Source: an optimization exercise on an open RTL-to-GDS flow (aim: small area and few clock cycles). Production flows keep margins and buffers that such runs may drop. Only simulation tests tie the RTL to the original design; equivalence was not proved. Power and IR drop assume default switching activity.

// tic_rx
module tic_rx (
    input  wire        clk,
    input  wire        rst,
    input  wire        in_valid,
    input  wire [7:0]  in_data,
    output wire        in_ready,
    input  wire        chg_clr,
    output reg         ev_valid,
    output reg  [2:0]  ev_kind,
    output wire [4:0]  ev_field,
    output reg         ev_changed,
    output wire [31:0] ev_value,
    output wire [31:0] rec_easf01,
    output wire [31:0] rec_easf02,
    output wire [31:0] rec_irms1,
    output wire [31:0] rec_urms1,
    output wire [31:0] rec_pref,
    output wire [31:0] rec_sinsts,
    output wire [31:0] rec_ntarf,
    output wire [1:0]  rec_ltarf,
    output wire        peak,
    output wire [17:0] chg,
    output wire [31:0] unk_cnt
);
    localparam [7:0] SOF = 8'h02;
    localparam [7:0] SOG = 8'h0A;
    localparam [7:0] EOG = 8'h0D;
    localparam [2:0] EV_OVERFLOW = 3'd1;
    localparam [2:0] EV_SHORT    = 3'd2;
    localparam [2:0] EV_CKFAIL   = 3'd3;
    reg        in_grp;                  
    reg        sof_seen;
  ...
Size: roughly 400 flip-flops, roughly 330 I/O pins, roughly 21000 um^2 of cells after synthesis.
==> flow/config.mk <==
export PLATFORM = sky130hd
export DESIGN_NAME = tic_rx
export DESIGN_NICKNAME = tic_rx
export VERILOG_FILES = /design/flow/design.v
export SDC_FILE = /design/flow/constraint.sdc
export NUM_CORES = 4
export LEC_CHECK = 0
export ABC_AREA = 1
export CAP_MARGIN = 20
export CORE_MARGIN = 2
export CORE_UTILIZATION = 40
export SLEW_MARGIN = 20
==> flow/constraint.sdc <==
create_clock -name core_clock -period 20.0 [get_ports {clk}]
set_input_delay 4.0000 -clock core_clock [delete_from_list [all_inputs] [get_ports {clk}]]
set_output_delay 4.0000 -clock core_clock [all_outputs]
set_load 0.01 [all_outputs]
standard.sh (not shown) runs the stock make flow with config.mk's settings and CLKGATE_MAP_FILE= SYNTH_SCRIPT=/design/flow/synth_recipe.tcl, a recipe that flattens the netlist after the stock synthesis.
==> flow/flow/run.sh <==
#!/bin/bash
# The standard layout (standard.sh), changed in three ways:
#  - synthesis maps the logic with a stronger ABC area script (flow/area.abc);
#    everything else in synthesis, the registers included, is the standard flow's own;
#  - the port buffers are the smallest buffer cell;
#  - the clock tree uses larger sink clusters and no dummy loads.
set -euo pipefail
here=$PWD
export FLOW_SYNTH_TCL=$here/synth_recipe.tcl
export TIC_ABC_SCRIPT=$here/flow/area.abc
export BUFFER_PORTS_ARGS="-buffer_cell sky130_fd_sc_hd__buf_1"
export CTS_ARGS="-sink_clustering_enable -repair_clock_nets -sink_clustering_size 26 -sink_clustering_max_diameter 120 -dont_use_dummy_load"
sed "s#SYNTH_SCRIPT=[^ ]*#SYNTH_SCRIPT=$here/flow/abc_synth.tcl#" standard.sh > flow_standard.sh
grep -q "SYNTH_SCRIPT=$here/flow/abc_synth.tcl" flow_standard.sh
bash flow_standard.sh > standard.log 2>&1
==> flow/flow/abc_synth.tcl <==
# The standard flow's synthesis script, with ABC's technology mapping run on the area script
# named by TIC_ABC_SCRIPT instead of ORFS's abc_area.script (combinational logic only).
proc abc {args} {
  set i [lsearch $args -script]
  if {$i >= 0} { lset args [expr {$i + 1}] $::env(TIC_ABC_SCRIPT) }
  yosys abc {*}$args
}
source $::env(FLOW_SYNTH_TCL)
==> flow/flow/area.abc <==
strash
&get -n
&fraig -x
&put
scorr
dc2
strash
dch -f
map -a
mfs2
strash
dch -f
map -a
mfs2
strash
dch -f
map -a
mfs2
strash
dch -f
map -a
mfs2
strash
dch -f
map -a
topo
stime -c
dnsize -c
Testbench counts at the start, summed over its fixed seeds: cycles 20,863.
Rerun with:
--- a/flow/design.v
+++ b/flow/design.v
@@ -175,34 +175,36 @@
     reg        t1_rest;       
     reg [31:0] t1_x;          
     reg        t1_ovf;        
     reg        t1_peak_m;     
     reg        t1_off_m;      
     reg        t2_13;         
     reg        t2_season;
     reg        t2_rest;
     wire       is_sep  = byte_in == SEP;
     wire       dig     = is_digit(byte_in);
     wire       first   = pos == 4'd0;
     wire [3:0] pos_inc = (pos == 4'd15) ? pos : pos + 4'd1;
-    wire [31:0] x_in  = first ? 32'd0 : t1_x;
+    wire        t1_char;
+    wire [31:0] x_in  = (first && t1_char) ? 32'd0 : t1_x;
     wire [2:0]  x_lo;
     wire        x_lo_c;
-    wire [32:0] x_hi;
-    wire        x_hi_c;
+    wire [32:0] add_b;
+    wire [32:0] add_s;
+    wire        add_co;
     tic_radd #(3)  u_xlo (.a(byte_in[2:0]), .b({x_in[1:0], 1'b0}), .ci(1'b0),
                           .s(x_lo), .co(x_lo_c));
-    tic_radd #(33) u_xhi (.a({1'b0, x_in}), .b({3'd0, x_in[31:2]}), .ci(x_lo_c | byte_in[3]),
-                          .s(x_hi), .co(x_hi_c));
-    wire [35:0] x_mul = {x_hi, x_lo};
+    tic_radd #(33) u_add (.a({1'b0, x_in}), .b(add_b), .ci(t1_char ? (x_lo_c | byte_in[3]) : 1'b1),
+                          .s(add_s), .co(add_co));
+    wire [35:0] x_mul = {add_s, x_lo};
     wire [4:0]  cand_next = first                ? tag_first :
                             tag_match             ? cand :
                             (byte_in == alt_ch)   ? alt_f : 5'd31;
     wire lit_pk_hit =
         (pos == 4'd0 && byte_in == 8'h48) ||
         (pos == 4'd1 && byte_in == 8'h45) ||
         (pos == 4'd2 && byte_in == 8'h55) ||
         (pos == 4'd3 && byte_in == 8'h52) ||
         (pos == 4'd4 && byte_in == 8'h45) ||
         (pos == 4'd5 && byte_in == 8'h20) ||
         (pos == 4'd6 && byte_in == 8'h50) ||
         (pos == 4'd7 && byte_in == 8'h4c) ||
@@ -215,25 +217,25 @@
         (pos == 4'd1 && byte_in == 8'h45) ||
         (pos == 4'd2 && byte_in == 8'h55) ||
         (pos == 4'd3 && byte_in == 8'h52) ||
         (pos == 4'd4 && byte_in == 8'h45) ||
         (pos == 4'd5 && byte_in == 8'h20) ||
         (pos == 4'd6 && byte_in == 8'h43) ||
         (pos == 4'd7 && byte_in == 8'h52) ||
         (pos == 4'd8 && byte_in == 8'h45) ||
         (pos == 4'd9 && byte_in == 8'h55) ||
         (pos == 4'd10 && byte_in == 8'h53) ||
         (pos == 4'd11 && byte_in == 8'h45);
     wire tok_char = byte_valid && !cut && byte_in != 8'h00 && !is_sep;
-    wire t1_char  = tok_char && tok == 2'd1;
+    assign t1_char = tok_char && tok == 2'd1;
     wire t2_char  = tok_char && tok == 2'd2;
     always @(posedge clk) begin
         if (start) begin
             cut    <= 1'b0;
             tok    <= 2'd0;
             pos    <= 4'd0;
             t1_len <= 4'd0;
             t2_13  <= 1'b0;
         end else if (byte_valid && !cut) begin
             if (byte_in == 8'h00) begin
                 cut <= 1'b1;
             end else if (is_sep) begin
@@ -309,28 +311,28 @@
     reg  [32:0] old;
     always @* begin
         case (f)
             5'd5:    old = {1'b0, rec_easf01};
             5'd6:    old = {1'b0, rec_easf02};
             5'd7:    old = {1'b0, rec_irms1};
             5'd8:    old = {1'b0, rec_urms1};
             5'd9:    old = {1'b0, rec_pref};
             5'd10:   old = decide ? {1'b0, rec_sinsts} : est;
             default: old = {1'b0, rec_ntarf};
         endcase
     end
-    wire [34:0] d_s;
+    assign add_b = t1_char ? {3'd0, x_in[31:2]} : ~old;
+    wire [34:0] d_s = {{2{~add_co}}, add_s};
     wire [36:0] d_lo, d_hi;
-    wire        d_sc, d_loc, d_hic;
-    tic_radd #(35) u_ds  (.a({3'd0, x}), .b(~{2'b00, old}), .ci(1'b1), .s(d_s), .co(d_sc));
+    wire        d_loc, d_hic;
     tic_radd #(37) u_dlo (.a({d_s, 2'b00}), .b({4'd0, old}), .ci(1'b0), .s(d_lo), .co(d_loc));
     tic_radd #(37) u_dhi (.a({4'd0, old}), .b(~{d_s, 2'b00}), .ci(1'b1), .s(d_hi), .co(d_hic));
     wire        near_c = !d_lo[36] && !d_hi[36];
     reg         near;
     always @(posedge clk)
         if (finish)
             near <= near_c;
     wire numeric  = (f >= 5'd5 && f <= 5'd10) || f == 5'd16;
     wire x_ge_old = !d_s[34];
     wire x_ne_old = d_s != 35'd0;
     reg ok;
     always @* begin
What happened:
- The new run went through all stages and came out clean
- hold slack loses 0.0039 ns
- routed wire length is higher by 4.1%
- count of clock-buffer cells in the layout stays the same
- setup slack loses 0.47 ns
- critical path depth is higher by 9
- area after synthesis is lower by 0.57%
- die area is lower by 0.56%
- via count is higher by 3.8%
- cell area is higher by 2.3%
- first-iteration DRC count is lower by 3.7%
- sequential share of layout area is lower by 1.1 points
- total power barely changes
Testbench counts after the change, summed over its fixed seeds: cycles 20,863.

[afterwards: timing with drivers on the ports]
No port has a modelled driver above. Below, the same layouts with a new extraction and two added sets of constraints.
Step 1 assumes that a clkbuf_16 drives the clock port and a buf_2 every other input.
Step 2 times the ports against the registers' clock, not the clock port: input delays grow and output delays shrink by t, the midpoint of the rising clock arrivals with the driver on.
Slacks: ideal ports / drivers / drivers and shift; pairs: ideal ports / drivers.
| run | shift t [ns] | setup slack, ns | worst setup path after step 2 | clock arrival spread, ns | slew at the worst register clock pin (ns) |
|---|---|---|---|---|---|
| the first run | 0.598 | 1.126 / 1.126 / 1.126 | register to register | 0.036 / 0.036 | 0.11 / 0.11 |
| the second run | 0.589 | 0.659 / 0.698 / 0.109 | input to register | 0.043 / 0.043 | 0.12 / 0.12 |
After both steps every run listed still meets setup and hold. For the second run, which loses most, drivers alone change the setup slack by +0.039 ns; drivers and shift together by -0.550 ns.
